This design comes from an exercise in tuning for small area, a short achievable clock period and few clock cycles per item on the open sky130 flow, not from production work.
The RTL was checked by simulation tests, not by an equivalence proof against the original design.
Power is estimated from default activity; no workload was simulated.

==> flow/design.v <==
module pga16_mac (
    input  wire [7:0]  b,
    input  wire        hi,
    input  wire [23:0] m,
    input  wire [23:0] acc,
    output wire [31:0] sum
);
    wire bn0 = b[1];
    wire bo0 = b[0] ^ 1'b0;
    wire bt0 = (b[1] ^ b[0]) & ~bo0;
    wire q0_0 = ((bo0 & m[0]) | (bt0 & 1'b0)) ^ bn0;
    wire q0_1 = ((bo0 & m[1]) | (bt0 & m[0])) ^ bn0;
    wire q0_2 = ((bo0 & m[2]) | (bt0 & m[1])) ^ bn0;
    wire q0_3 = ((bo0 & m[3]) | (bt0 & m[2])) ^ bn0;
    wire q0_4 = ((bo0 & m[4]) | (bt0 & m[3])) ^ bn0;
    wire q0_5 = ((bo0 & m[5]) | (bt0 & m[4])) ^ bn0;
    wire q0_6 = ((bo0 & m[6]) | (bt0 & m[5])) ^ bn0;
    wire q0_7 = ((bo0 & m[7]) | (bt0 & m[6])) ^ bn0;
    wire q0_8 = ((bo0 & m[8]) | (bt0 & m[7])) ^ bn0;
    wire q0_9 = ((bo0 & m[9]) | (bt0 & m[8])) ^ bn0;
    wire q0_10 = ((bo0 & m[10]) | (bt0 & m[9])) ^ bn0;
    wire q0_11 = ((bo0 & m[11]) | (bt0 & m[10])) ^ bn0;
    wire q0_12 = ((bo0 & m[12]) | (bt0 & m[11])) ^ bn0;
    wire q0_13 = ((bo0 & m[13]) | (bt0 & m[12])) ^ bn0;
    wire q0_14 = ((bo0 & m[14]) | (bt0 & m[13])) ^ bn0;
    wire q0_15 = ((bo0 & m[15]) | (bt0 & m[14])) ^ bn0;
    wire q0_16 = ((bo0 & m[16]) | (bt0 & m[15])) ^ bn0;
    wire q0_17 = ((bo0 & m[17]) | (bt0 & m[16])) ^ bn0;
    wire q0_18 = ((bo0 & m[18]) | (bt0 & m[17])) ^ bn0;
    wire q0_19 = ((bo0 & m[19]) | (bt0 & m[18])) ^ bn0;
    wire q0_20 = ((bo0 & m[20]) | (bt0 & m[19])) ^ bn0;
    wire q0_21 = ((bo0 & m[21]) | (bt0 & m[20])) ^ bn0;
    wire q0_22 = ((bo0 & m[22]) | (bt0 & m[21])) ^ bn0;
    wire q0_23 = ((bo0 & m[23]) | (bt0 & m[22])) ^ bn0;
    wire q0_24 = ((bo0 & 1'b0) | (bt0 & m[23])) ^ bn0;
    wire bs0 = ~bn0;
    wire bn1 = b[3];
    wire bo1 = b[2] ^ b[1];
    wire bt1 = (b[3] ^ b[2]) & ~bo1;
    wire q1_0 = ((bo1 & m[0]) | (bt1 & 1'b0)) ^ bn1;
    wire q1_1 = ((bo1 & m[1]) | (bt1 & m[0])) ^ bn1;
    wire q1_2 = ((bo1 & m[2]) | (bt1 & m[1])) ^ bn1;
    wire q1_3 = ((bo1 & m[3]) | (bt1 & m[2])) ^ bn1;
    wire q1_4 = ((bo1 & m[4]) | (bt1 & m[3])) ^ bn1;
    wire q1_5 = ((bo1 & m[5]) | (bt1 & m[4])) ^ bn1;
    wire q1_6 = ((bo1 & m[6]) | (bt1 & m[5])) ^ bn1;
    wire q1_7 = ((bo1 & m[7]) | (bt1 & m[6])) ^ bn1;
    wire q1_8 = ((bo1 & m[8]) | (bt1 & m[7])) ^ bn1;
    wire q1_9 = ((bo1 & m[9]) | (bt1 & m[8])) ^ bn1;
    wire q1_10 = ((bo1 & m[10]) | (bt1 & m[9])) ^ bn1;
    wire q1_11 = ((bo1 & m[11]) | (bt1 & m[10])) ^ bn1;
    wire q1_12 = ((bo1 & m[12]) | (bt1 & m[11])) ^ bn1;
    wire q1_13 = ((bo1 & m[13]) | (bt1 & m[12])) ^ bn1;
    wire q1_14 = ((bo1 & m[14]) | (bt1 & m[13])) ^ bn1;
    wire q1_15 = ((bo1 & m[15]) | (bt1 & m[14])) ^ bn1;
    wire q1_16 = ((bo1 & m[16]) | (bt1 & m[15])) ^ bn1;
    wire q1_17 = ((bo1 & m[17]) | (bt1 & m[16])) ^ bn1;
    wire q1_18 = ((bo1 & m[18]) | (bt1 & m[17])) ^ bn1;
    wire q1_19 = ((bo1 & m[19]) | (bt1 & m[18])) ^ bn1;
    wire q1_20 = ((bo1 & m[20]) | (bt1 & m[19])) ^ bn1;
    wire q1_21 = ((bo1 & m[21]) | (bt1 & m[20])) ^ bn1;
    wire q1_22 = ((bo1 & m[22]) | (bt1 & m[21])) ^ bn1;
    wire q1_23 = ((bo1 & m[23]) | (bt1 & m[22])) ^ bn1;
    wire q1_24 = ((bo1 & 1'b0) | (bt1 & m[23])) ^ bn1;
    wire bs1 = ~bn1;
    wire bn2 = b[5];
    wire bo2 = b[4] ^ b[3];
    wire bt2 = (b[5] ^ b[4]) & ~bo2;
    wire q2_0 = ((bo2 & m[0]) | (bt2 & 1'b0)) ^ bn2;
    wire q2_1 = ((bo2 & m[1]) | (bt2 & m[0])) ^ bn2;
    wire q2_2 = ((bo2 & m[2]) | (bt2 & m[1])) ^ bn2;
    wire q2_3 = ((bo2 & m[3]) | (bt2 & m[2])) ^ bn2;
    wire q2_4 = ((bo2 & m[4]) | (bt2 & m[3])) ^ bn2;
    wire q2_5 = ((bo2 & m[5]) | (bt2 & m[4])) ^ bn2;
    wire q2_6 = ((bo2 & m[6]) | (bt2 & m[5])) ^ bn2;
    wire q2_7 = ((bo2 & m[7]) | (bt2 & m[6])) ^ bn2;
    wire q2_8 = ((bo2 & m[8]) | (bt2 & m[7])) ^ bn2;
    wire q2_9 = ((bo2 & m[9]) | (bt2 & m[8])) ^ bn2;
    wire q2_10 = ((bo2 & m[10]) | (bt2 & m[9])) ^ bn2;
    wire q2_11 = ((bo2 & m[11]) | (bt2 & m[10])) ^ bn2;
    wire q2_12 = ((bo2 & m[12]) | (bt2 & m[11])) ^ bn2;
    wire q2_13 = ((bo2 & m[13]) | (bt2 & m[12])) ^ bn2;
    wire q2_14 = ((bo2 & m[14]) | (bt2 & m[13])) ^ bn2;
    wire q2_15 = ((bo2 & m[15]) | (bt2 & m[14])) ^ bn2;
    wire q2_16 = ((bo2 & m[16]) | (bt2 & m[15])) ^ bn2;
    wire q2_17 = ((bo2 & m[17]) | (bt2 & m[16])) ^ bn2;
    wire q2_18 = ((bo2 & m[18]) | (bt2 & m[17])) ^ bn2;
    wire q2_19 = ((bo2 & m[19]) | (bt2 & m[18])) ^ bn2;
    wire q2_20 = ((bo2 & m[20]) | (bt2 & m[19])) ^ bn2;
    wire q2_21 = ((bo2 & m[21]) | (bt2 & m[20])) ^ bn2;
    wire q2_22 = ((bo2 & m[22]) | (bt2 & m[21])) ^ bn2;
    wire q2_23 = ((bo2 & m[23]) | (bt2 & m[22])) ^ bn2;
    wire q2_24 = ((bo2 & 1'b0) | (bt2 & m[23])) ^ bn2;
    wire bs2 = ~bn2;
    wire bn3 = b[7];
    wire bo3 = b[6] ^ b[5];
    wire bt3 = (b[7] ^ b[6]) & ~bo3;
    wire q3_0 = ((bo3 & m[0]) | (bt3 & 1'b0)) ^ bn3;
    wire q3_1 = ((bo3 & m[1]) | (bt3 & m[0])) ^ bn3;
    wire q3_2 = ((bo3 & m[2]) | (bt3 & m[1])) ^ bn3;
    wire q3_3 = ((bo3 & m[3]) | (bt3 & m[2])) ^ bn3;
    wire q3_4 = ((bo3 & m[4]) | (bt3 & m[3])) ^ bn3;
    wire q3_5 = ((bo3 & m[5]) | (bt3 & m[4])) ^ bn3;
    wire q3_6 = ((bo3 & m[6]) | (bt3 & m[5])) ^ bn3;
    wire q3_7 = ((bo3 & m[7]) | (bt3 & m[6])) ^ bn3;
    wire q3_8 = ((bo3 & m[8]) | (bt3 & m[7])) ^ bn3;
    wire q3_9 = ((bo3 & m[9]) | (bt3 & m[8])) ^ bn3;
    wire q3_10 = ((bo3 & m[10]) | (bt3 & m[9])) ^ bn3;
    wire q3_11 = ((bo3 & m[11]) | (bt3 & m[10])) ^ bn3;
    wire q3_12 = ((bo3 & m[12]) | (bt3 & m[11])) ^ bn3;
    wire q3_13 = ((bo3 & m[13]) | (bt3 & m[12])) ^ bn3;
    wire q3_14 = ((bo3 & m[14]) | (bt3 & m[13])) ^ bn3;
    wire q3_15 = ((bo3 & m[15]) | (bt3 & m[14])) ^ bn3;
    wire q3_16 = ((bo3 & m[16]) | (bt3 & m[15])) ^ bn3;
    wire q3_17 = ((bo3 & m[17]) | (bt3 & m[16])) ^ bn3;
    wire q3_18 = ((bo3 & m[18]) | (bt3 & m[17])) ^ bn3;
    wire q3_19 = ((bo3 & m[19]) | (bt3 & m[18])) ^ bn3;
    wire q3_20 = ((bo3 & m[20]) | (bt3 & m[19])) ^ bn3;
    wire q3_21 = ((bo3 & m[21]) | (bt3 & m[20])) ^ bn3;
    wire q3_22 = ((bo3 & m[22]) | (bt3 & m[21])) ^ bn3;
    wire q3_23 = ((bo3 & m[23]) | (bt3 & m[22])) ^ bn3;
    wire q3_24 = ((bo3 & 1'b0) | (bt3 & m[23])) ^ bn3;
    wire bs3 = ~bn3;
    wire u7 = b[7] & ~hi;
    wire r4_0 = u7 & m[0];
    wire r4_1 = u7 & m[1];
    wire r4_2 = u7 & m[2];
    wire r4_3 = u7 & m[3];
    wire r4_4 = u7 & m[4];
    wire r4_5 = u7 & m[5];
    wire r4_6 = u7 & m[6];
    wire r4_7 = u7 & m[7];
    wire r4_8 = u7 & m[8];
    wire r4_9 = u7 & m[9];
    wire r4_10 = u7 & m[10];
    wire r4_11 = u7 & m[11];
    wire r4_12 = u7 & m[12];
    wire r4_13 = u7 & m[13];
    wire r4_14 = u7 & m[14];
    wire r4_15 = u7 & m[15];
    wire r4_16 = u7 & m[16];
    wire r4_17 = u7 & m[17];
    wire r4_18 = u7 & m[18];
    wire r4_19 = u7 & m[19];
    wire r4_20 = u7 & m[20];
    wire r4_21 = u7 & m[21];
    wire r4_22 = u7 & m[22];
    wire r4_23 = u7 & m[23];
    wire s0, c0;
    assign s0 = q0_4 ^ q1_2;
    assign c0 = q0_4 & q1_2;
    wire s1, c1;
    assign s1 = q0_5 ^ q1_3;
    assign c1 = q0_5 & q1_3;
    wire s2, c2;
    assign s2 = q0_6 ^ q1_4 ^ q2_2;
    assign c2 = (q0_6 & q1_4) | (q2_2 & (q0_6 | q1_4));
    wire s3, c3;
    assign s3 = q3_0 ^ bn3;
    assign c3 = q3_0 & bn3;
    wire s4, c4;
    assign s4 = q0_7 ^ q1_5 ^ q2_3;
    assign c4 = (q0_7 & q1_5) | (q2_3 & (q0_7 | q1_5));
    wire s5, c5;
    assign s5 = q3_1 ^ acc[7];
    assign c5 = q3_1 & acc[7];
    wire s6, c6;
    assign s6 = q0_8 ^ q1_6 ^ q2_4;
    assign c6 = (q0_8 & q1_6) | (q2_4 & (q0_8 | q1_6));
    wire s7, c7;
    assign s7 = q3_2 ^ r4_0 ^ acc[8];
    assign c7 = (q3_2 & r4_0) | (acc[8] & (q3_2 | r4_0));
    wire s8, c8;
    assign s8 = q0_9 ^ q1_7 ^ q2_5;
    assign c8 = (q0_9 & q1_7) | (q2_5 & (q0_9 | q1_7));
    wire s9, c9;
    assign s9 = q3_3 ^ r4_1 ^ acc[9];
    assign c9 = (q3_3 & r4_1) | (acc[9] & (q3_3 | r4_1));
    wire s10, c10;
    assign s10 = q0_10 ^ q1_8 ^ q2_6;
    assign c10 = (q0_10 & q1_8) | (q2_6 & (q0_10 | q1_8));
    wire s11, c11;
    assign s11 = q3_4 ^ r4_2 ^ acc[10];
    assign c11 = (q3_4 & r4_2) | (acc[10] & (q3_4 | r4_2));
    wire s12, c12;
    assign s12 = q0_11 ^ q1_9 ^ q2_7;
    assign c12 = (q0_11 & q1_9) | (q2_7 & (q0_11 | q1_9));
    wire s13, c13;
    assign s13 = q3_5 ^ r4_3 ^ acc[11];
    assign c13 = (q3_5 & r4_3) | (acc[11] & (q3_5 | r4_3));
    wire s14, c14;
    assign s14 = q0_12 ^ q1_10 ^ q2_8;
    assign c14 = (q0_12 & q1_10) | (q2_8 & (q0_12 | q1_10));
    wire s15, c15;
    assign s15 = q3_6 ^ r4_4 ^ acc[12];
    assign c15 = (q3_6 & r4_4) | (acc[12] & (q3_6 | r4_4));
    wire s16, c16;
    assign s16 = q0_13 ^ q1_11 ^ q2_9;
    assign c16 = (q0_13 & q1_11) | (q2_9 & (q0_13 | q1_11));
    wire s17, c17;
    assign s17 = q3_7 ^ r4_5 ^ acc[13];
    assign c17 = (q3_7 & r4_5) | (acc[13] & (q3_7 | r4_5));
    wire s18, c18;
    assign s18 = q0_14 ^ q1_12 ^ q2_10;
    assign c18 = (q0_14 & q1_12) | (q2_10 & (q0_14 | q1_12));
    wire s19, c19;
    assign s19 = q3_8 ^ r4_6 ^ acc[14];
    assign c19 = (q3_8 & r4_6) | (acc[14] & (q3_8 | r4_6));
    wire s20, c20;
    assign s20 = q0_15 ^ q1_13 ^ q2_11;
    assign c20 = (q0_15 & q1_13) | (q2_11 & (q0_15 | q1_13));
    wire s21, c21;
    assign s21 = q3_9 ^ r4_7 ^ acc[15];
    assign c21 = (q3_9 & r4_7) | (acc[15] & (q3_9 | r4_7));
    wire s22, c22;
    assign s22 = q0_16 ^ q1_14 ^ q2_12;
    assign c22 = (q0_16 & q1_14) | (q2_12 & (q0_16 | q1_14));
    wire s23, c23;
    assign s23 = q3_10 ^ r4_8 ^ acc[16];
    assign c23 = (q3_10 & r4_8) | (acc[16] & (q3_10 | r4_8));
    wire s24, c24;
    assign s24 = q0_17 ^ q1_15 ^ q2_13;
    assign c24 = (q0_17 & q1_15) | (q2_13 & (q0_17 | q1_15));
    wire s25, c25;
    assign s25 = q3_11 ^ r4_9 ^ acc[17];
    assign c25 = (q3_11 & r4_9) | (acc[17] & (q3_11 | r4_9));
    wire s26, c26;
    assign s26 = q0_18 ^ q1_16 ^ q2_14;
    assign c26 = (q0_18 & q1_16) | (q2_14 & (q0_18 | q1_16));
    wire s27, c27;
    assign s27 = q3_12 ^ r4_10 ^ acc[18];
    assign c27 = (q3_12 & r4_10) | (acc[18] & (q3_12 | r4_10));
    wire s28, c28;
    assign s28 = q0_19 ^ q1_17 ^ q2_15;
    assign c28 = (q0_19 & q1_17) | (q2_15 & (q0_19 | q1_17));
    wire s29, c29;
    assign s29 = q3_13 ^ r4_11 ^ acc[19];
    assign c29 = (q3_13 & r4_11) | (acc[19] & (q3_13 | r4_11));
    wire s30, c30;
    assign s30 = q0_20 ^ q1_18 ^ q2_16;
    assign c30 = (q0_20 & q1_18) | (q2_16 & (q0_20 | q1_18));
    wire s31, c31;
    assign s31 = q3_14 ^ r4_12 ^ acc[20];
    assign c31 = (q3_14 & r4_12) | (acc[20] & (q3_14 | r4_12));
    wire s32, c32;
    assign s32 = q0_21 ^ q1_19 ^ q2_17;
    assign c32 = (q0_21 & q1_19) | (q2_17 & (q0_21 | q1_19));
    wire s33, c33;
    assign s33 = q3_15 ^ r4_13 ^ acc[21];
    assign c33 = (q3_15 & r4_13) | (acc[21] & (q3_15 | r4_13));
    wire s34, c34;
    assign s34 = q0_22 ^ q1_20 ^ q2_18;
    assign c34 = (q0_22 & q1_20) | (q2_18 & (q0_22 | q1_20));
    wire s35, c35;
    assign s35 = q3_16 ^ r4_14 ^ acc[22];
    assign c35 = (q3_16 & r4_14) | (acc[22] & (q3_16 | r4_14));
    wire s36, c36;
    assign s36 = q0_23 ^ q1_21 ^ q2_19;
    assign c36 = (q0_23 & q1_21) | (q2_19 & (q0_23 | q1_21));
    wire s37, c37;
    assign s37 = q3_17 ^ r4_15 ^ acc[23];
    assign c37 = (q3_17 & r4_15) | (acc[23] & (q3_17 | r4_15));
    wire s38, c38;
    assign s38 = q0_24 ^ q1_22 ^ q2_20;
    assign c38 = (q0_24 & q1_22) | (q2_20 & (q0_24 | q1_22));
    wire s39, c39;
    assign s39 = q3_18 ^ r4_16;
    assign c39 = q3_18 & r4_16;
    wire s40, c40;
    assign s40 = bs0 ^ q1_23 ^ q2_21;
    assign c40 = (bs0 & q1_23) | (q2_21 & (bs0 | q1_23));
    wire s41, c41;
    assign s41 = q3_19 ^ 1'b1 ^ r4_17;
    assign c41 = (q3_19 & 1'b1) | (r4_17 & (q3_19 | 1'b1));
    wire s42, c42;
    assign s42 = q1_24 ^ q2_22 ^ q3_20;
    assign c42 = (q1_24 & q2_22) | (q3_20 & (q1_24 | q2_22));
    wire s43, c43;
    assign s43 = 1'b1 ^ r4_18;
    assign c43 = 1'b1 & r4_18;
    wire s44, c44;
    assign s44 = bs1 ^ q2_23 ^ q3_21;
    assign c44 = (bs1 & q2_23) | (q3_21 & (bs1 | q2_23));
    wire s45, c45;
    assign s45 = q2_24 ^ q3_22;
    assign c45 = q2_24 & q3_22;
    wire s46, c46;
    assign s46 = q0_2 ^ q1_0;
    assign c46 = q0_2 & q1_0;
    wire s47, c47;
    assign s47 = q0_3 ^ q1_1;
    assign c47 = q0_3 & q1_1;
    wire s48, c48;
    assign s48 = s0 ^ q2_0 ^ bn2;
    assign c48 = (s0 & q2_0) | (bn2 & (s0 | q2_0));
    wire s49, c49;
    assign s49 = c0 ^ s1 ^ q2_1;
    assign c49 = (c0 & s1) | (q2_1 & (c0 | s1));
    wire s50, c50;
    assign s50 = c1 ^ s2 ^ s3;
    assign c50 = (c1 & s2) | (s3 & (c1 | s2));
    wire s51, c51;
    assign s51 = c2 ^ c3 ^ s4;
    assign c51 = (c2 & c3) | (s4 & (c2 | c3));
    wire s52, c52;
    assign s52 = c4 ^ c5 ^ s6;
    assign c52 = (c4 & c5) | (s6 & (c4 | c5));
    wire s53, c53;
    assign s53 = c6 ^ c7 ^ s8;
    assign c53 = (c6 & c7) | (s8 & (c6 | c7));
    wire s54, c54;
    assign s54 = c8 ^ c9 ^ s10;
    assign c54 = (c8 & c9) | (s10 & (c8 | c9));
    wire s55, c55;
    assign s55 = c10 ^ c11 ^ s12;
    assign c55 = (c10 & c11) | (s12 & (c10 | c11));
    wire s56, c56;
    assign s56 = c12 ^ c13 ^ s14;
    assign c56 = (c12 & c13) | (s14 & (c12 | c13));
    wire s57, c57;
    assign s57 = c14 ^ c15 ^ s16;
    assign c57 = (c14 & c15) | (s16 & (c14 | c15));
    wire s58, c58;
    assign s58 = c16 ^ c17 ^ s18;
    assign c58 = (c16 & c17) | (s18 & (c16 | c17));
    wire s59, c59;
    assign s59 = c18 ^ c19 ^ s20;
    assign c59 = (c18 & c19) | (s20 & (c18 | c19));
    wire s60, c60;
    assign s60 = c20 ^ c21 ^ s22;
    assign c60 = (c20 & c21) | (s22 & (c20 | c21));
    wire s61, c61;
    assign s61 = c22 ^ c23 ^ s24;
    assign c61 = (c22 & c23) | (s24 & (c22 | c23));
    wire s62, c62;
    assign s62 = c24 ^ c25 ^ s26;
    assign c62 = (c24 & c25) | (s26 & (c24 | c25));
    wire s63, c63;
    assign s63 = c26 ^ c27 ^ s28;
    assign c63 = (c26 & c27) | (s28 & (c26 | c27));
    wire s64, c64;
    assign s64 = c28 ^ c29 ^ s30;
    assign c64 = (c28 & c29) | (s30 & (c28 | c29));
    wire s65, c65;
    assign s65 = c30 ^ c31 ^ s32;
    assign c65 = (c30 & c31) | (s32 & (c30 | c31));
    wire s66, c66;
    assign s66 = c32 ^ c33 ^ s34;
    assign c66 = (c32 & c33) | (s34 & (c32 | c33));
    wire s67, c67;
    assign s67 = c34 ^ c35 ^ s36;
    assign c67 = (c34 & c35) | (s36 & (c34 | c35));
    wire s68, c68;
    assign s68 = c36 ^ c37 ^ s38;
    assign c68 = (c36 & c37) | (s38 & (c36 | c37));
    wire s69, c69;
    assign s69 = c38 ^ c39 ^ s40;
    assign c69 = (c38 & c39) | (s40 & (c38 | c39));
    wire s70, c70;
    assign s70 = c40 ^ c41 ^ s42;
    assign c70 = (c40 & c41) | (s42 & (c40 | c41));
    wire s71, c71;
    assign s71 = c42 ^ c43 ^ s44;
    assign c71 = (c42 & c43) | (s44 & (c42 | c43));
    wire s72, c72;
    assign s72 = c44 ^ s45 ^ 1'b1;
    assign c72 = (c44 & s45) | (1'b1 & (c44 | s45));
    wire s73, c73;
    assign s73 = c45 ^ bs2 ^ q3_23;
    assign c73 = (c45 & bs2) | (q3_23 & (c45 | bs2));
    wire s74, c74;
    assign s74 = q3_24 ^ 1'b1;
    assign c74 = q3_24 & 1'b1;
    wire s75, c75;
    assign s75 = q0_0 ^ bn0;
    assign c75 = q0_0 & bn0;
    wire s76, c76;
    assign s76 = q0_1 ^ acc[1];
    assign c76 = q0_1 & acc[1];
    wire s77, c77;
    assign s77 = s46 ^ bn1 ^ acc[2];
    assign c77 = (s46 & bn1) | (acc[2] & (s46 | bn1));
    wire s78, c78;
    assign s78 = c46 ^ s47 ^ acc[3];
    assign c78 = (c46 & s47) | (acc[3] & (c46 | s47));
    wire s79, c79;
    assign s79 = c47 ^ s48 ^ acc[4];
    assign c79 = (c47 & s48) | (acc[4] & (c47 | s48));
    wire s80, c80;
    assign s80 = c48 ^ s49 ^ acc[5];
    assign c80 = (c48 & s49) | (acc[5] & (c48 | s49));
    wire s81, c81;
    assign s81 = c49 ^ s50 ^ acc[6];
    assign c81 = (c49 & s50) | (acc[6] & (c49 | s50));
    wire s82, c82;
    assign s82 = c50 ^ s51 ^ s5;
    assign c82 = (c50 & s51) | (s5 & (c50 | s51));
    wire s83, c83;
    assign s83 = c51 ^ s52 ^ s7;
    assign c83 = (c51 & s52) | (s7 & (c51 | s52));
    wire s84, c84;
    assign s84 = c52 ^ s53 ^ s9;
    assign c84 = (c52 & s53) | (s9 & (c52 | s53));
    wire s85, c85;
    assign s85 = c53 ^ s54 ^ s11;
    assign c85 = (c53 & s54) | (s11 & (c53 | s54));
    wire s86, c86;
    assign s86 = c54 ^ s55 ^ s13;
    assign c86 = (c54 & s55) | (s13 & (c54 | s55));
    wire s87, c87;
    assign s87 = c55 ^ s56 ^ s15;
    assign c87 = (c55 & s56) | (s15 & (c55 | s56));
    wire s88, c88;
    assign s88 = c56 ^ s57 ^ s17;
    assign c88 = (c56 & s57) | (s17 & (c56 | s57));
    wire s89, c89;
    assign s89 = c57 ^ s58 ^ s19;
    assign c89 = (c57 & s58) | (s19 & (c57 | s58));
    wire s90, c90;
    assign s90 = c58 ^ s59 ^ s21;
    assign c90 = (c58 & s59) | (s21 & (c58 | s59));
    wire s91, c91;
    assign s91 = c59 ^ s60 ^ s23;
    assign c91 = (c59 & s60) | (s23 & (c59 | s60));
    wire s92, c92;
    assign s92 = c60 ^ s61 ^ s25;
    assign c92 = (c60 & s61) | (s25 & (c60 | s61));
    wire s93, c93;
    assign s93 = c61 ^ s62 ^ s27;
    assign c93 = (c61 & s62) | (s27 & (c61 | s62));
    wire s94, c94;
    assign s94 = c62 ^ s63 ^ s29;
    assign c94 = (c62 & s63) | (s29 & (c62 | s63));
    wire s95, c95;
    assign s95 = c63 ^ s64 ^ s31;
    assign c95 = (c63 & s64) | (s31 & (c63 | s64));
    wire s96, c96;
    assign s96 = c64 ^ s65 ^ s33;
    assign c96 = (c64 & s65) | (s33 & (c64 | s65));
    wire s97, c97;
    assign s97 = c65 ^ s66 ^ s35;
    assign c97 = (c65 & s66) | (s35 & (c65 | s66));
    wire s98, c98;
    assign s98 = c66 ^ s67 ^ s37;
    assign c98 = (c66 & s67) | (s37 & (c66 | s67));
    wire s99, c99;
    assign s99 = c67 ^ s68 ^ s39;
    assign c99 = (c67 & s68) | (s39 & (c67 | s68));
    wire s100, c100;
    assign s100 = c68 ^ s69 ^ s41;
    assign c100 = (c68 & s69) | (s41 & (c68 | s69));
    wire s101, c101;
    assign s101 = c69 ^ s70 ^ s43;
    assign c101 = (c69 & s70) | (s43 & (c69 | s70));
    wire s102, c102;
    assign s102 = c70 ^ s71 ^ r4_19;
    assign c102 = (c70 & s71) | (r4_19 & (c70 | s71));
    wire s103, c103;
    assign s103 = c71 ^ s72 ^ r4_20;
    assign c103 = (c71 & s72) | (r4_20 & (c71 | s72));
    wire s104, c104;
    assign s104 = c72 ^ s73 ^ r4_21;
    assign c104 = (c72 & s73) | (r4_21 & (c72 | s73));
    wire s105, c105;
    assign s105 = c73 ^ s74 ^ r4_22;
    assign c105 = (c73 & s74) | (r4_22 & (c73 | s74));
    wire s106, c106;
    assign s106 = c74 ^ bs3 ^ r4_23;
    assign c106 = (c74 & bs3) | (r4_23 & (c74 | bs3));
    wire [31:0] rx = {c105, c104, c103, c102, c101, c100, c99, c98, c97, c96, c95, c94, c93, c92, c91, c90, c89, c88, c87, c86, c85, c84, c83, c82, c81, c80, c79, c78, c77, c76, c75, s75};
    wire [31:0] ry = {s106, s105, s104, s103, s102, s101, s100, s99, s98, s97, s96, s95, s94, s93, s92, s91, s90, s89, s88, s87, s86, s85, s84, s83, s82, s81, s80, s79, s78, s77, s76, acc[0]};
    wire [31:0] g0 = rx & ry;
    wire [31:0] p0 = rx ^ ry;
    wire bg0 = g0[1] | (p0[1] & g0[0]);
    wire bp0 = p0[1] & p0[0];
    wire bg1 = g0[3] | (p0[3] & g0[2]);
    wire bp1 = p0[3] & p0[2];
    wire bg2 = g0[5] | (p0[5] & g0[4]);
    wire bp2 = p0[5] & p0[4];
    wire bg3 = g0[7] | (p0[7] & g0[6]);
    wire bp3 = p0[7] & p0[6];
    wire bg4 = g0[9] | (p0[9] & g0[8]);
    wire bp4 = p0[9] & p0[8];
    wire bg5 = g0[11] | (p0[11] & g0[10]);
    wire bp5 = p0[11] & p0[10];
    wire bg6 = g0[13] | (p0[13] & g0[12]);
    wire bp6 = p0[13] & p0[12];
    wire bg7 = g0[15] | (p0[15] & g0[14]);
    wire bp7 = p0[15] & p0[14];
    wire bg8 = g0[17] | (p0[17] & g0[16]);
    wire bp8 = p0[17] & p0[16];
    wire bg9 = g0[19] | (p0[19] & g0[18]);
    wire bp9 = p0[19] & p0[18];
    wire bg10 = g0[21] | (p0[21] & g0[20]);
    wire bp10 = p0[21] & p0[20];
    wire bg11 = g0[23] | (p0[23] & g0[22]);
    wire bp11 = p0[23] & p0[22];
    wire bg12 = g0[25] | (p0[25] & g0[24]);
    wire bp12 = p0[25] & p0[24];
    wire bg13 = g0[27] | (p0[27] & g0[26]);
    wire bp13 = p0[27] & p0[26];
    wire bg14 = g0[29] | (p0[29] & g0[28]);
    wire bp14 = p0[29] & p0[28];
    wire bg15 = g0[31] | (p0[31] & g0[30]);
    wire bp15 = p0[31] & p0[30];
    wire bg16 = bg1 | (bp1 & bg0);
    wire bp16 = bp1 & bp0;
    wire bg17 = bg3 | (bp3 & bg2);
    wire bp17 = bp3 & bp2;
    wire bg18 = bg5 | (bp5 & bg4);
    wire bp18 = bp5 & bp4;
    wire bg19 = bg7 | (bp7 & bg6);
    wire bp19 = bp7 & bp6;
    wire bg20 = bg9 | (bp9 & bg8);
    wire bp20 = bp9 & bp8;
    wire bg21 = bg11 | (bp11 & bg10);
    wire bp21 = bp11 & bp10;
    wire bg22 = bg13 | (bp13 & bg12);
    wire bp22 = bp13 & bp12;
    wire bg23 = bg15 | (bp15 & bg14);
    wire bp23 = bp15 & bp14;
    wire bg24 = bg17 | (bp17 & bg16);
    wire bp24 = bp17 & bp16;
    wire bg25 = bg19 | (bp19 & bg18);
    wire bp25 = bp19 & bp18;
    wire bg26 = bg21 | (bp21 & bg20);
    wire bp26 = bp21 & bp20;
    wire bg27 = bg23 | (bp23 & bg22);
    wire bp27 = bp23 & bp22;
    wire bg28 = bg25 | (bp25 & bg24);
    wire bp28 = bp25 & bp24;
    wire bg29 = bg27 | (bp27 & bg26);
    wire bp29 = bp27 & bp26;
    wire bg30 = bg29 | (bp29 & bg28);
    wire bp30 = bp29 & bp28;
    wire bg31 = bg26 | (bp26 & bg28);
    wire bp31 = bp26 & bp28;
    wire bg32 = bg18 | (bp18 & bg24);
    wire bp32 = bp18 & bp24;
    wire bg33 = bg20 | (bp20 & bg28);
    wire bp33 = bp20 & bp28;
    wire bg34 = bg22 | (bp22 & bg31);
    wire bp34 = bp22 & bp31;
    wire bg35 = bg2 | (bp2 & bg16);
    wire bp35 = bp2 & bp16;
    wire bg36 = bg4 | (bp4 & bg24);
    wire bp36 = bp4 & bp24;
    wire bg37 = bg6 | (bp6 & bg32);
    wire bp37 = bp6 & bp32;
    wire bg38 = bg8 | (bp8 & bg28);
    wire bp38 = bp8 & bp28;
    wire bg39 = bg10 | (bp10 & bg33);
    wire bp39 = bp10 & bp33;
    wire bg40 = bg12 | (bp12 & bg31);
    wire bp40 = bp12 & bp31;
    wire bg41 = bg14 | (bp14 & bg34);
    wire bp41 = bp14 & bp34;
    wire bg42 = g0[2] | (p0[2] & bg0);
    wire bp42 = p0[2] & bp0;
    wire bg43 = g0[4] | (p0[4] & bg16);
    wire bp43 = p0[4] & bp16;
    wire bg44 = g0[6] | (p0[6] & bg35);
    wire bp44 = p0[6] & bp35;
    wire bg45 = g0[8] | (p0[8] & bg24);
    wire bp45 = p0[8] & bp24;
    wire bg46 = g0[10] | (p0[10] & bg36);
    wire bp46 = p0[10] & bp36;
    wire bg47 = g0[12] | (p0[12] & bg32);
    wire bp47 = p0[12] & bp32;
    wire bg48 = g0[14] | (p0[14] & bg37);
    wire bp48 = p0[14] & bp37;
    wire bg49 = g0[16] | (p0[16] & bg28);
    wire bp49 = p0[16] & bp28;
    wire bg50 = g0[18] | (p0[18] & bg38);
    wire bp50 = p0[18] & bp38;
    wire bg51 = g0[20] | (p0[20] & bg33);
    wire bp51 = p0[20] & bp33;
    wire bg52 = g0[22] | (p0[22] & bg39);
    wire bp52 = p0[22] & bp39;
    wire bg53 = g0[24] | (p0[24] & bg31);
    wire bp53 = p0[24] & bp31;
    wire bg54 = g0[26] | (p0[26] & bg40);
    wire bp54 = p0[26] & bp40;
    wire bg55 = g0[28] | (p0[28] & bg34);
    wire bp55 = p0[28] & bp34;
    wire bg56 = g0[30] | (p0[30] & bg41);
    wire bp56 = p0[30] & bp41;
    assign sum[0] = p0[0];
    assign sum[1] = p0[1] ^ g0[0];
    assign sum[2] = p0[2] ^ bg0;
    assign sum[3] = p0[3] ^ bg42;
    assign sum[4] = p0[4] ^ bg16;
    assign sum[5] = p0[5] ^ bg43;
    assign sum[6] = p0[6] ^ bg35;
    assign sum[7] = p0[7] ^ bg44;
    assign sum[8] = p0[8] ^ bg24;
    assign sum[9] = p0[9] ^ bg45;
    assign sum[10] = p0[10] ^ bg36;
    assign sum[11] = p0[11] ^ bg46;
    assign sum[12] = p0[12] ^ bg32;
    assign sum[13] = p0[13] ^ bg47;
    assign sum[14] = p0[14] ^ bg37;
    assign sum[15] = p0[15] ^ bg48;
    assign sum[16] = p0[16] ^ bg28;
    assign sum[17] = p0[17] ^ bg49;
    assign sum[18] = p0[18] ^ bg38;
    assign sum[19] = p0[19] ^ bg50;
    assign sum[20] = p0[20] ^ bg33;
    assign sum[21] = p0[21] ^ bg51;
    assign sum[22] = p0[22] ^ bg39;
    assign sum[23] = p0[23] ^ bg52;
    assign sum[24] = p0[24] ^ bg31;
    assign sum[25] = p0[25] ^ bg53;
    assign sum[26] = p0[26] ^ bg40;
    assign sum[27] = p0[27] ^ bg54;
    assign sum[28] = p0[28] ^ bg34;
    assign sum[29] = p0[29] ^ bg55;
    assign sum[30] = p0[30] ^ bg41;
    assign sum[31] = p0[31] ^ bg56;
endmodule
module pga16_round (
    input  wire [39:0] p,        
    input  wire [5:0]  sh,       
    input  wire        hi,       
    output wire [7:0]  q
);
    wire [15:0] v = p[38:23] ^ {16{p[39]}};
    wire [15:0] mk;
    assign mk[15] = 1'b0;
    genvar i;
    generate
        for (i = 0; i < 15; i = i + 1) begin : g_mk
            assign mk[i] = mk[i+1] | v[i+1];
        end
    endgenerate
    wire [14:0] atg    = mk[14:0] & ~mk[15:1];        
    wire        guard  = |(atg & p[14:0]);
    wire        lsb    = |(atg & p[15:1]);
    wire        sticky = |(mk[14:1] & p[13:0]);
    wire        rup    = guard & (sticky | lsb);
    wire [39:0] qv = {p[39:15], p[14:0] | mk[14:0]};
    wire [39:0] c;                                   
    wire [5:0]  cb;
    assign cb[0] = rup;
    generate
        for (i = 0; i < 5; i = i + 1) begin : g_blk
            assign cb[i+1] = cb[i] & (&qv[8*i+7:8*i]);
            assign c[8*i] = cb[i];
            genvar j;
            for (j = 1; j < 8; j = j + 1) begin : g_pw
                assign c[8*i+j] = c[8*i+j-1] & qv[8*i+j-1];
            end
        end
    endgenerate
    wire [39:0] t  = qv ^ c;
    wire [39:0] tm = {t[39:15], t[14:0] & ~mk[14:0]};
    wire [70:0] e  = {{15{p[39]}}, tm, 16'd0};
    wire [5:0]  s8 = {sh[5:3] + {2'b00, hi}, sh[2:0]};
    wire [38:0] e5 = s8[5] ? e[70:32] : e[38:0];
    wire [22:0] e4 = s8[4] ? e5[38:16] : e5[22:0];
    wire [14:0] e3 = s8[3] ? e4[22:8] : e4[14:0];
    wire [10:0] e2 = s8[2] ? e3[14:4] : e3[10:0];
    wire [8:0]  e1 = s8[1] ? e2[10:2] : e2[8:0];
    assign q = s8[0] ? e1[8:1] : e1[7:0];
endmodule
module pga16 (
    input  wire        clk,
    input  wire        rst,           
    input  wire        host_we,
    input  wire [3:0]  host_addr,
    input  wire [31:0] host_wdata,
    output reg  [31:0] host_rdata,
    output wire        mem_valid,
    output wire        mem_we,
    output wire [31:0] mem_addr,
    output wire [7:0]  mem_wdata,
    input  wire        mem_ready,
    input  wire [7:0]  mem_rdata,
    input  wire        mem_err
);
    localparam RN_BUF_BASE = 4'd0;
    localparam RN_BUF_LEN  = 4'd1;
    localparam RN_GAIN     = 4'd2;
    localparam RN_CTRL     = 4'd3;
    localparam RN_CMD      = 4'd4;
    localparam RN_STATUS   = 4'd5;
    localparam RN_PROGRESS = 4'd6;
    localparam ERR_ILLEGAL_CMD = 3'd1;
    localparam ERR_NULL_BUFFER = 3'd2;
    localparam ERR_GAIN_INF    = 3'd3;
    localparam ERR_ADDR_RANGE  = 3'd4;
    localparam ERR_MEM_FAULT   = 3'd5;
    reg [31:0] buf_base;
    reg [31:0] buf_len;
    reg [31:0] gain;
    reg        buf_valid;
    reg        st_busy, st_done, st_err, st_odd;
    reg [2:0]  st_errcode;
    reg [30:0] idx;
    reg [31:0] ad;                    
    reg [30:0] w_nwin;
    reg        w_sg;                  
    reg [23:0] w_m;                   
    reg [5:0]  w_sh;                  
    reg        act;                   
    reg [1:0]  ph;                    
    reg [39:0] pr;                    
    always @* begin
        case (host_addr)
            RN_BUF_BASE: host_rdata = buf_base;
            RN_BUF_LEN:  host_rdata = buf_len;
            RN_GAIN:     host_rdata = gain;
            RN_CTRL:     host_rdata = {31'd0, buf_valid};
            RN_STATUS:   host_rdata = {24'd0, 1'b0, st_errcode, st_odd, st_err, st_done, st_busy};
            RN_PROGRESS: host_rdata = {1'b0, idx};
            default:     host_rdata = 32'd0;
        endcase
    end
    wire        cmd_wr    = host_we && (host_addr == RN_CMD) && !st_busy;
    wire        stat_wr   = host_we && (host_addr == RN_STATUS);
    wire        range_bad = over_2_32(buf_base, buf_len);
    reg  [2:0]  cmd_code;             
    always @* begin
        if (host_wdata != 32'h0000_0001)
            cmd_code = ERR_ILLEGAL_CMD;
        else if (!buf_valid)
            cmd_code = ERR_NULL_BUFFER;
        else if (gain[30:23] == 8'hFF)
            cmd_code = ERR_GAIN_INF;
        else if (range_bad)
            cmd_code = ERR_ADDR_RANGE;
        else
            cmd_code = 3'd0;
    end
    wire [7:0]  g_e  = gain[30:23];
    wire [7:0]  g_sh = 8'd166 - g_e;
    wire [5:0]  sh0  = (g_e < 8'd112) ? 6'd55 : (g_e >= 8'd166) ? 6'd0 : g_sh[5:0];
    function over_2_32(input [31:0] a, input [31:0] b);
        integer k;
        reg cy;
        begin
            cy = 1'b0;
            for (k = 1; k < 32; k = k + 1)
                cy = (~(a[k] ^ b[k]) & (a[k-1] | b[k-1])) |
                     (cy & (~(a[k] ^ b[k]) | a[k-1] | b[k-1]));
            over_2_32 = cy & (a[31] | b[31]);
        end
    endfunction
    function [30:0] inc31(input [30:0] a);
        integer k;
        reg t;
        begin
            t = 1'b1;
            for (k = 0; k < 31; k = k + 1) begin
                inc31[k] = a[k] ^ t;
                t = t & a[k];
            end
        end
    endfunction
    function [30:0] inc31f(input [30:0] a);
        integer k;
        reg t, bc;
        begin
            bc = 1'b1;
            for (k = 0; k < 31; k = k + 1) begin
                if (k % 8 == 0) t = bc;
                inc31f[k] = a[k] ^ t;
                t = t & a[k];
                if (k % 8 == 7) bc = bc & (&a[k -: 8]);
            end
        end
    endfunction
    wire acc_ok = act && mem_ready;
    assign mem_valid = act;
    assign mem_we    = ph[1];
    wire [30:0] ad_inc = inc31f(ad[31:1]);
    assign mem_addr  = {(ph[0] & ad[0]) ? ad_inc : ad[31:1], ad[0] ^ ph[0]};
    wire [31:0] mac;
    pga16_mac u_mac (
        .b   (mem_rdata ^ {8{w_sg}}),
        .hi  (ph[0]),
        .m   (w_m),
        .acc (ph[0] ? pr[39:16] : (w_sg ? w_m : 24'd0)),
        .sum (mac)
    );
    pga16_round u_round (
        .p  (pr),
        .sh (w_sh),
        .hi (ph[0]),
        .q  (mem_wdata)
    );
    wire [30:0] idx_inc = inc31(idx);
    wire        last    = (idx_inc == w_nwin);
    always @(posedge clk) begin
        if (mem_ready && !ph[1])
            pr <= {mac, pr[15:8]};
    end
    always @(posedge clk) begin
        if (rst) begin
            buf_base   <= 32'd0;
            buf_len    <= 32'd0;
            gain       <= 32'h3F80_0000;
            buf_valid  <= 1'b0;
            st_busy    <= 1'b0;
            st_done    <= 1'b0;
            st_err     <= 1'b0;
            st_odd     <= 1'b0;
            st_errcode <= 3'd0;
            idx        <= 31'd0;
            act        <= 1'b0;
            ph         <= 2'd0;
        end else begin
            if (host_we) begin
                case (host_addr)
                    RN_BUF_BASE: buf_base  <= host_wdata;
                    RN_BUF_LEN:  buf_len   <= host_wdata;
                    RN_GAIN:     gain      <= host_wdata;
                    RN_CTRL:     buf_valid <= host_wdata[0];
                    default: ;
                endcase
            end
            if (stat_wr) begin
                if (host_wdata[1]) st_done <= 1'b0;
                if (host_wdata[2]) begin
                    st_err     <= 1'b0;
                    st_errcode <= 3'd0;
                end
                if (host_wdata[3]) st_odd <= 1'b0;
            end
            if (cmd_wr) begin
                st_done <= 1'b0;
                idx     <= 31'd0;
                if (cmd_code != 3'd0) begin
                    st_err     <= 1'b1;
                    st_errcode <= cmd_code;
                    st_odd     <= 1'b0;
                end else begin
                    st_err     <= 1'b0;
                    st_errcode <= 3'd0;
                    st_odd     <= buf_len[0];
                    st_busy    <= 1'b1;
                    ad         <= buf_base;
                    w_nwin     <= buf_len[31:1];
                    w_sg       <= gain[31];
                    w_m        <= {g_e != 8'd0, gain[22:0]};
                    w_sh       <= sh0;
                    act        <= (buf_len[31:1] != 31'd0);
                    ph         <= 2'd0;
                end
            end
            if (st_busy && !act) begin
                st_busy <= 1'b0;
                st_done <= 1'b1;
            end
            if (acc_ok) begin
                if (mem_err) begin
                    act        <= 1'b0;
                    st_busy    <= 1'b0;
                    st_err     <= 1'b1;
                    st_errcode <= ERR_MEM_FAULT;
                end else begin
                    ph <= ph + 2'd1;
                    if (ph == 2'd3) begin
                        ad[31:1] <= ad_inc;
                        idx <= idx_inc;
                        if (last) begin
                            act     <= 1'b0;
                            st_busy <= 1'b0;
                            st_done <= 1'b1;
                        end
                    end
                end
            end
        end
    end
endmodule
==> flow/flow/run.sh <==
#!/bin/bash
# The standard layout (standard.sh), with these changes to how it is made:
#  - the port buffers are buf_2 cells instead of the default delay-buffer cell;
#  - repair_timing works with a setup margin, so that it shortens the longest
#    paths although the 33 ns clock leaves them slack.
# The make output goes to make_finish.log in this folder; ORFS keeps each
# step's log under orfs/logs.
set -euo pipefail
work=$PWD
rm -rf "$work/scripts"
cp -r "$FLOW_HOME/scripts" "$work/scripts"
cp "$work/flow/abc_area.script" "$work/scripts/abc_area.script"
bash standard.sh SCRIPTS_DIR="$work/scripts" \
    BUFFER_PORTS_ARGS="-buffer_cell sky130_fd_sc_hd__buf_2" \
    SETUP_SLACK_MARGIN=18.5 finish > make_finish.log 2>&1
==> flow/flow/abc_area.script <==
strash
dch
map -a
strash
dch
map -a
strash
dch
map -a
topo
stime -c
buffer -c
upsize -c
dnsize -c
==> flow/standard.sh <==
#!/bin/bash
# synth_recipe.tcl (not shown) runs the flow's synth.tcl, then flattens the netlist and writes it again
# the make line also repeats each setting of config.mk as NAME=value (left out here)
make -C /OpenROAD-flow-scripts/flow DESIGN_CONFIG=/design/flow/config.mk WORK_HOME=/design/flow/orfs CLKGATE_MAP_FILE= SYNTH_SCRIPT=/design/flow/synth_recipe.tcl "${@:-finish}"
==> flow/config.mk <==
export PLATFORM = sky130hd
export DESIGN_NAME = pga16
export DESIGN_NICKNAME = pga16
export VERILOG_FILES = /design/flow/design.v
export SDC_FILE = /design/flow/constraint.sdc
export NUM_CORES = 4
export LEC_CHECK = 0
export ABC_AREA = 1
export CAP_MARGIN = 20
export CORE_MARGIN = 2
export CORE_UTILIZATION = 40
export CTS_BUF_LIST = sky130_fd_sc_hd__clkbuf_8
export CTS_CLUSTER_SIZE = 30
export SLEW_MARGIN = 20
==> flow/constraint.sdc <==
create_clock -name core_clock -period 33.0 [get_ports {clk}]
set_input_delay 6.6000 -clock core_clock [delete_from_list [all_inputs] [get_ports {clk}]]
set_output_delay 6.6000 -clock core_clock [all_outputs]
set_load 0.01 [all_outputs]
==> results.txt, run 1 <==
fin. max-slew vios 0; slew margin rel. 40.10%; Pre-antenna DRT Iters 6; most frequent cells after synthesis inv_1, a21oi_1, nor2_1, nand2_1, ha_1; asr flop ratio synth 0%; syn nets between 2000 and 3000; met1 wire length 27000 µm; CP Max Fanout 4; WL per Instance about 21 µm; sequential cell area ~6800 µm²; unrepaired setup endpoints after global routing true; CP Cell Sequence buf_8 > nor2_4 > nand2_2 > buf_12 > buf_12 > o22ai_1 > a21oi_1 > o21ai_1 > buf_2; Buffers on Ports roughly 120; # rows 82; DR vias/cell roughly 5.7; IO Pins around 120; CTS tree built; Worst Path Arrival just under 8 ns; ANT cells 0; DRC 0; DP Area 21690 µm²; Layout fillers 4863; DRT Wirelength about 66000 µm; Reg clk slew, reported paths approximately 0.060 ns; top routing layer in use met5; overall power 1.404 mW; unique cell type count in the Yosys netlist 55; largest net degree at the start of global routing between 100 and 150; Multi-input gate area about 12000 µm²; number of H-tree levels 2; Max Clock Skew ~0.07 ns; CP endpoint kind primary output; Initial Util roughly two fifths; hpwl dp ~48000 µm; HP Class reg -> reg; share of the synthesized area in the top cell type between 10% and 20%; RePlAce Congestion 0.9109; via count 17800; ranking of synthesized cells by area edfxtp_1, dfxtp_1, fa_1; fmax ~69 MHz; outcome finished clean; Max Cap Viol 0; Nets roughly 2700; die height approximately 230 µm; Setup-failing EPs final 0; GRT overflow 0; post-route cell area about 23000 µm²; Final ANT Viol Nets 0; Setup TNS 0 ns; Syn Area/Cell about 8.9 µm²; routed wl met2 31420 µm; worst slew pin tran 0.8984 ns; Seq/Total Area, Yosys around a third; initial antenna violation count 7; share of layout cells above drive strength 1 between 10% and 20%; Startpoint Class input pin; cell with the most instances after synthesis inv_1; first-pass GRT wire length 101800 µm; CTS Buf Count 50; leading area contributor after synthesis edfxtp_1; GRT Total Usage between 20% and 30%; Post-Syn Instances approximately 2300; Lkg Pwr 9.889 nW; Hold Buf Count CTS 0; Clock Sink Count about 270; Clk Latency, worst-skew pair around 0.67 ns; DR iter-0 viols 1582; final hold vios 0; Worst EP required approximately 26 ns; clk buf depth 3; placeable core area 50380 µm²; CP max stage cell buf_2; die footprint ~53000 µm²; Post-synth EDFFs 134; Synth Cell Area approximately 20000 µm²; WHS 0.3832 ns; Primary FF master, synth dfxtp_1; most frequent CP cell buf_12; Die X between 200 and 250 µm; slowest cell delay on critical path roughly 0.2 ns; vias in the first global route roughly 18000; Synth Warn # 1; Met3 Wirelength ~5200 µm; Clock Tree Root clkbuf_8; VDD IR-drop max between 30 and 40 µV; final period utilization 43.93%; final worst path period need about 14 ns; worst setup path class in -> out; Layout area overhead 14.44%; number of synthesized register bits between 200 and 300; Power Density about 60 nW/µm²
-- where the power goes --
group	switching [mW]	total [mW]	internal, mW
clock network	0.163	0.370	0.207
registers	0.0473	0.462	0.414
logic	0.332	0.573	0.241
total	0.542	1.40	0.862
-- per-stage QoR --
step / instances / setup WS (ns) / util [%]
floorplan: 2302 / 18.85 / -
global placement: 3011 / 18.12 / 43.05
detailed placement: 3011 / 18.06 / 43.05
CTS: 3112 / 18.49 / 45.76
global route: 3129 / 18.46 / 46.49
finish: 3129 / 18.50 / 46.49
-- layout make-up --
type / instances / area share, %
repair buffers: 171 / 5.080
clock inverters: 38 / 1.603
flip-flops and latches: 272 / 28.98
multi-input cells: 1659 / 53.14
inverters: 261 / 4.322
clock buffers: 56 / 3.291
well taps: 672 / 3.590
-- cells by family (layout without fill, tap and decap cells) --
group,count (synthesis),count (layout),share of synthesized area [%]
compound gates,647,647,18.82
simple gates,535,535,11.26
buf+inv,371,526,7.067
fa+ha+maj,274,274,20.64
flops,272,272,33.16
xor+xnor,174,174,7.483
mux,29,29,1.577
-- flip-flops by register name, summed over array words and instances, names as in the netlist, 2 cells and up --
signal      cells
buf_len        32
w_m            24
w_nwin         31
ad             32
pr             40
w_sh            6
st_errcode      3
idx            31
ph              2
gain           32
buf_base       32
-- per-layer routing --
metal | track usage, % | up-vias
li1 | - | 8311
met4 | 10.20 | 14
met5 | 0 | -
met3 | 4.229 | 156
met2 | 40.81 | 733
met1 | 31.89 | 8582
-- layout by cell type, fill, tap and decap left out, types with 22 or more instances in the layout --
cell type / Yosys / final
nand2_1: 185 / 179
clkbuf_8: 0 / 56
inv_1: 225 / 226
buf_4: 0 / 37
dfxtp_1: 138 / 138
nand3_1: 56 / 54
xnor2_1: 41 / 39
o22ai_1: 114 / 114
fa_1: 106 / 106
buf_2: 9 / 117
ha_1: 168 / 168
xor2_1: 132 / 132
o221ai_1: 27 / 24
nand4_1: 22 / 22
a21oi_1: 216 / 216
nor2_1: 211 / 196
a22oi_1: 89 / 82
o21ai_0: 151 / 146
clkinv_1: 19 / 26
edfxtp_1: 134 / 134
mux2_2: 26 / 26
-- worst paths after layout --
kind,start,to,slack (ns),depth (start not counted)
worst max-delay path,host_addr[2],host_rdata[24],18.50,9
worst min register to register,buf_len[7],w_nwin[6],0.38,0
worst max register to register,w_sg,pr[39],24.35,40
worst min-delay path,buf_len[7],w_nwin[6],0.38,0
-- worst max-delay path: cells and delay by family --
family / cells / cell delay, ns
and+or+nand+nor: 2 / 0.29
AOI/OAI and AO/OA: 3 / 0.41
buffers and inverters: 4 / 0.58
-- timing repair --
action / 4_1_cts / 5_1_grt
endpoints found under the setup margin: 33 / 40
gates cloned: 2 / 2
pin swaps: 3 / 13
gates resized for setup: 25 / 46
buffers inserted: 5 / 15
Testbench counts, summed over its fixed seeds: cycles 36,384, windows 8,872.
==> run 2: changes to the inputs <==
--- a/flow/config.mk
+++ b/flow/config.mk
@@ -11,4 +11,5 @@
 export CORE_UTILIZATION = 40
-export CTS_BUF_LIST = sky130_fd_sc_hd__clkbuf_8
-export CTS_CLUSTER_SIZE = 30
+export CTS_BUF_LIST = sky130_fd_sc_hd__clkbuf_16
+export CTS_CLUSTER_DIAMETER = 80
+export CTS_CLUSTER_SIZE = 20
 export SLEW_MARGIN = 20
==> run 2 against run 1 <==
  * Core utilization is 0.81 points lower
  * Via count is 1.3% lower
  * Sequential power is essentially flat
  * Clock power shrank 19%
  * Clock-buffer cell count down 33
  * Largest power group unchanged
  * Highest routed layer unchanged
==> results.txt, run 2 <==
clk buf depth 3; worst slew pin tran 0.9073 ns; DR vias/cell between 5 and 6; die height about 230 µm; DRT Wirelength about 66000 µm; CTS tree built; placeable core area approximately 50000 µm²; Clock Sink Count 272; Biggest register pr; slowest cell delay on critical path 0.20 ns; crit path from host_addr[1]; Syn Area/Cell between 8 and 9 µm²; CP Max Fanout 5; Max Clock Skew about 0.022 ns; CP max stage cell buf_2; Setup-failing EPs final 0; first-pass GRT wire length between 100000 and 150000 µm; most frequent CP cell buf_12; VDD IR-drop max between 30 and 40 µV; Clk Latency, worst-skew pair approximately 0.58 ns; combinational fraction of design power 42.8%; ranking of synthesized cells by area edfxtp_1, dfxtp_1, fa_1; initial antenna violation count 7; CP endpoint kind primary output; Synth Cell Area about 20000 µm²; Worst EP required between 20 and 30 ns; number of H-tree levels 1; WHS between 0.4 and 0.5 ns; unique cell type count in the Yosys netlist 55; RePlAce Congestion between 0.9 and 1; most common cell after layout, fill and taps aside inv_1; largest net degree at the start of global routing about 110; worst r2r src w_sg; share of layout cells above drive strength 1 between 10% and 20%; Post-Syn Instances around 2300; Max Cap Viol 0; vias in the first global route 17160; fin. max-slew vios 0; number of synthesized register bits 272; final hold vios 0; Post-synth EDFFs between 100 and 150; max FFs per register 40; most frequent cells after synthesis inv_1, a21oi_1, nor2_1, nand2_1, ha_1; hold_sp buf_len[20]; Sw Ratio between 40% and 50%; Die X about 230 µm; worst setup path class in -> out; Reg clk slew, reported paths 0.09 ns; # rows 82; fmax a little under 70 MHz; overall power between 1 and 1.5 mW; leading area contributor after synthesis edfxtp_1; cell-internal power between 700 and 800 µW; Worst Path Arrival 7.90 ns; CP Cell Sequence buf_4 > nor2_2 > nand2_4 > buf_12 > buf_12 > o22ai_1 > a21oi_1 > o21ai_1 > buf_2; final worst path period need 14.50 ns; GRT overflow 0; final worst slack roughly 19 ns; Nets between 2000 and 3000; die footprint between 50000 and 60000 µm²; Synth Warn # 1; placed cells 3011; IO Pins 123; Buffers on Ports roughly 120; final period utilization between 40% and 50%; slew margin rel. between 30% and 40%; DRC 0; cell with the most instances after synthesis inv_1; Primary FF master, synth dfxtp_1; syn nets around 2600; Top delay family on crit path buffers and inverters; WL per Instance about 21 µm; power share of the clock group 22.6%; Layout area overhead 12.45%; Power Density approximately 58 nW/µm²; unrepaired setup endpoints after global routing true; fin cells between 3000 and 4000; CTS Buf Count 23; Pre-antenna DRT Iters 5; Flop pwr share about a third; outcome finished clean; HP Class reg -> reg; post-place setup slack between 15 and 20 ns; Final ANT Viol Nets 0; switching power around 530 µW; via count between 15000 and 20000; Lkg Pwr 9.655 nW; Clock Tree Root clkbuf_16; DR iter-0 viols 1560; GRT Total Usage around 24%; Hold Buf Count CTS 0; Initial Util approximately two fifths; commonest non-fill, non-tap cells in the layout inv_1, a21oi_1, nor2_1; Startpoint Class input pin; Setup TNS 0 ns; Seq/Total Area, Yosys roughly a third; asr flop ratio synth 0%; hpwl dp 47930 µm; share of the synthesized area in the top cell type 19.66%; Buf/Inv on CP 4
[run 2: cell counts after synthesis]
No cell type changed its count.
[run 2: power groups by stage]
stage / clock network [mW] / registers (mW) / logic, mW
after global routing: 0.316 / 0.463 / 0.659
after detailed placement: 0 / 0.469 / 0.556
after CTS: 0.304 / 0.461 / 0.561
after global placement: 0 / 0.469 / 0.538
after floorplan: 0 / 0.439 / 0.411
final: 0.300 / 0.461 / 0.570
[run 2: cell type report]
| type | instances | area, µm² |
|---|---|---|
| clock inverter | 19 | 226.5 |
| multi-input combinational | 1659 | 12430 |
| antenna | 1 | 2.502 |
| inverter | 261 | 1016 |
| sequential | 272 | 6787 |
| tap | 672 | 840.8 |
| fill | 4888 | 27360 |
| timing repair buffer | 167 | 1136 |
| clock buffer | 23 | 575.6 |
[run 2: cells by family after synthesis]
group | Yosys count | share of synthesized area, %
AO/OA/AOI/OAI | 647 | 18.82
XOR/XNOR | 174 | 7.483
adder cells (fa/ha/maj) | 274 | 20.64
buffers and inverters | 371 | 7.067
flip-flops | 272 | 33.16
multiplexers | 29 | 1.577
AND/OR/NAND/NOR | 535 | 11.26
[run 2: final timing paths]
check / endpoint / cells past startpoint / slack (ns)
worst max-delay path: host_rdata[24] / 9 / 18.50
worst min-delay path: w_nwin[19] / 0 / 0.44
worst max register to register: pr[39] / 39 / 24.42
worst min register to register: w_nwin[19] / 0 / 0.44
[run 2: repair_timing]
| action | 4_1_cts | 5_1_grt |
|---|---|---|
| resized for setup | 24 | 44 |
| buffers inserted | 5 | 12 |
| gates cloned | 2 | 1 |
| pin swaps | 3 | 12 |
| setup endpoints to repair | 32 | 40 |
[run 2: through the flow]
step	utilization (%)	instance area, µm²
6_report	45.68	23010
3_5_place_dp	43.05	21690
2_1_floorplan	-	20470
3_3_place_gp	43.05	21690
4_1_cts	45.08	22710
5_1_grt	45.68	23010
[run 2: per-layer routing]
metal | vias up | routed length (µm) | global-route usage (%)
met5 | - | 66 | 0
met4 | 12 | 2487 | 8.609
met3 | 133 | 4521 | 3.423
met2 | 673 | 31440 | 40.80
met1 | 8512 | 27250 | 32.11
li1 | 8226 | - | -
==> run 3: changes to the inputs <==
--- a/flow/flow/run.sh
+++ b/flow/flow/run.sh
@@ -2,3 +2,3 @@
 # The standard layout (standard.sh), with these changes to how it is made:
-#  - the port buffers are buf_2 cells instead of the default delay-buffer cell;
+#  - the port buffers are buf_1 cells instead of the default delay-buffer cell;
 #  - repair_timing works with a setup margin, so that it shortens the longest
@@ -13,3 +13,3 @@
 bash standard.sh SCRIPTS_DIR="$work/scripts" \
-    BUFFER_PORTS_ARGS="-buffer_cell sky130_fd_sc_hd__buf_2" \
+    BUFFER_PORTS_ARGS="-buffer_cell sky130_fd_sc_hd__buf_1" \
     SETUP_SLACK_MARGIN=18.5 finish > make_finish.log 2>&1
--- a/flow/config.mk
+++ b/flow/config.mk
@@ -11,5 +11,5 @@
 export CORE_UTILIZATION = 40
-export CTS_BUF_LIST = sky130_fd_sc_hd__clkbuf_16
-export CTS_CLUSTER_DIAMETER = 80
-export CTS_CLUSTER_SIZE = 20
+export CTS_BUF_LIST = sky130_fd_sc_hd__clkbuf_8
+export CTS_CLUSTER_DIAMETER = 60
+export CTS_CLUSTER_SIZE = 12
 export SLEW_MARGIN = 20
==> run 3 against run 2 <==
  * Worst setup slack gained 0.031 ns
  * Critical path depth down 1
  * Largest power group unchanged
  * Synthesized area did not move
  * First-iteration DRC count increased by 1.7%
  * Sequential power hardly changed
  * Non-clock buffer count decreased by 3
==> results.txt, run 3 <==
outcome finished clean; Biggest register pr; die height approximately 230 µm; Seq/Total Area, Yosys roughly a third; Power Density 56.83 nW/µm²; unrepaired setup endpoints after global routing true; Post-Syn Instances ~2300; fmax between 60 and 70 MHz; # rows 82; slew margin rel. between 20% and 30%; RePlAce Congestion roughly 0.91; Worst Path Arrival between 7 and 8 ns; cell with the most instances after synthesis inv_1; hpwl dp a little under 50000 µm; HP Class reg -> reg; Die X between 200 and 250 µm; Nets 2714; commonest non-fill, non-tap cells in the layout inv_1, a21oi_1, nor2_1; CTS tree built; overall power 1.288 mW; ranking of synthesized cells by area edfxtp_1, dfxtp_1, fa_1; DRC 0; syn nets roughly 2600; Max Cap Viol 0; vias in the first global route 17360; die footprint ~53000 µm²; number of H-tree levels 1; Lkg Pwr between 9 and 10 nW; clk buf depth 3; asr flop ratio synth 0%; CP endpoint kind primary output; Initial Util around two fifths; unique cell type count in the Yosys netlist 55; largest net degree at the start of global routing slightly below 100; Reg clk slew, reported paths 0.09 ns; DRT Wirelength 65770 µm; initial antenna violation count 5; share of the synthesized area in the top cell type between 10% and 20%; Setup TNS 0 ns; Primary FF master, synth dfxtp_1; DR iter-0 viols roughly 1600; CP Max Fanout 7; final worst slack about 19 ns; number of synthesized register bits 272; Buffers on Ports around 120; placeable core area about 50000 µm²; WL per Instance approximately 21 µm; Clock Sink Count between 200 and 300; post-place setup slack about 18 ns; ANT cells 0; Post-synth EDFFs about 130; final period utilization 43.84%; Final ANT Viol Nets 0; worst setup path class in -> out; Layout area overhead 10.72%; Synth Warn # 1; Setup-failing EPs final 0; VDD IR-drop max about 35 µV; final worst path period need 14.47 ns; Synth Cell Area slightly above 20000 µm²; WHS 0.4351 ns; leading area contributor after synthesis edfxtp_1; worst slew pin tran about 1.2 ns; Max Clock Skew approximately 0.025 ns; Pre-antenna DRT Iters 6; CTS Buf Count 31; DP Area 21530 µm²; sequential cell area 6787 µm²; final hold vios 0; most common cell after layout, fill and taps aside inv_1; Layout fillers 4960; Multi-input gate area between 10000 and 15000 µm²; Startpoint Class input pin; fin. max-slew vios 0; via count 17670; post-route cell area about 23000 µm²; first-pass GRT wire length between 100000 and 150000 µm; DR vias/cell between 5 and 6; Hold Buf Count CTS 0; share of layout cells above drive strength 1 approximately 8.7%; IO Pins between 100 and 150; Worst EP required around 26 ns; Syn Area/Cell 8.890 µm²; GRT overflow 0; Clock Tree Root clkbuf_8; max FFs per register 40; most frequent cells after synthesis inv_1, a21oi_1, nor2_1, nand2_1, ha_1; Clk Latency, worst-skew pair 0.66 ns; GRT Total Usage 24.65%
[run 3: critical path: stages]
cell and delay (ns):
buf_4 0.13, nor2_4 0.15, nand2_2 0.10, buf_12 0.14, buf_12 0.12, buf_12 0.13
o221ai_1 0.28, buf_1 0.21
[run 3: kinds of logic (layout without fill, tap and decap cells)]
kind of cell / Yosys count / in the layout / share of synthesized area [%]
AO/OA/AOI/OAI: 647 / 647 / 18.82
XOR/XNOR: 174 / 174 / 7.483
adder cells (fa/ha/maj): 274 / 274 / 20.64
buffers and inverters: 371 / 485 / 7.067
flip-flops: 272 / 272 / 33.16
multiplexers: 29 / 29 / 1.577
AND/OR/NAND/NOR: 535 / 535 / 11.26
[run 3: per-layer routing]
| layer | track usage, % | part of all wire (%) | up-vias |
|---|---|---|---|
| li1 | - | - | 8237 |
| met1 | 32.40 | 41 | 8604 |
| met2 | 40.95 | 47 | 674 |
| met3 | 3.708 | 7.3 | 147 |
| met4 | 9.294 | 4.6 | 10 |
| met5 | 0 | 0.10 | - |
[run 3: layout make-up]
cell class              instances  area share [%]
clock inverters                25          0.9331
well taps                     672           3.710
inverters                     261           4.550
repair buffers                164           4.097
clock buffers                  33           2.004
multi-input cells            1659           54.69
flip-flops and latches        272           29.95
repair inverters                2         0.06626
[run 3: stage by stage]
step,cells,util (%)
2_1_floorplan,2302,-
3_3_place_gp,3010,42.73
3_5_place_dp,3010,42.73
4_1_cts,3082,44.66
5_1_grt,3088,44.98
6_report,3088,44.98
[run 3: worst paths after layout]
kind,start,to,slack [ns],cells after the start
max,host_addr[2],host_rdata[7],18.53,8
min reg2reg,buf_len[20],w_nwin[19],0.44,0
max reg2reg,w_sg,pr[39],24.35,39
min,buf_len[20],w_nwin[19],0.44,0
[run 3: repair_timing]
item | 4_1_cts | 5_1_grt
pin swaps | 5 | 7
buffers inserted | 10 | 6
gates resized for setup | 35 | 36
gates cloned | 4 | 0
endpoints found under the setup margin | 40 | 34
[run 3: power by group]
part / total (mW) / internal [mW] / leakage (nW) / switching, mW
clock network: 0.257 / 0.119 / 0.390 / 0.138
registers: 0.462 / 0.414 / 2.35 / 0.0484
logic: 0.569 / 0.236 / 6.52 / 0.333
total: 1.29 / 0.769 / 9.26 / 0.519

[re-timing with driven ports]
How much do the figures lean on ideal ports? The routed layouts below were timed once more, with nothing changed but the port constraints. Step 1 sets driving cells, clkbuf_16 on the clock port and buf_2 on the other inputs (assumed; they add their load-dependent delay and slew). Step 2 times the ports against the registers' clock, not the clock port: input delays grow and output delays shrink by t, the midpoint of the rising clock arrivals with the driver on. a / b / c = no drivers / after step 1 / after step 2; a / b = the first two.
run	t (ns)	setup WS [ns]	hold WS [ns]	slew at the worst register clock pin (ns)	cell pins on the clock port's net
run 1	0.690	18.504 / 18.454 / 18.454	0.383 / 0.383 / 0.383	0.07 / 0.07	1
run 2	0.636	18.503 / 18.458 / 18.458	0.438 / 0.438 / 0.438	0.09 / 0.09	1
run 3	0.712	18.534 / 18.486 / 18.486	0.435 / 0.435 / 0.435	0.09 / 0.09	1
After both steps every run listed still meets setup and hold. For run 1, which loses most, drivers alone change the setup slack by -0.050 ns; drivers and shift together by -0.050 ns.
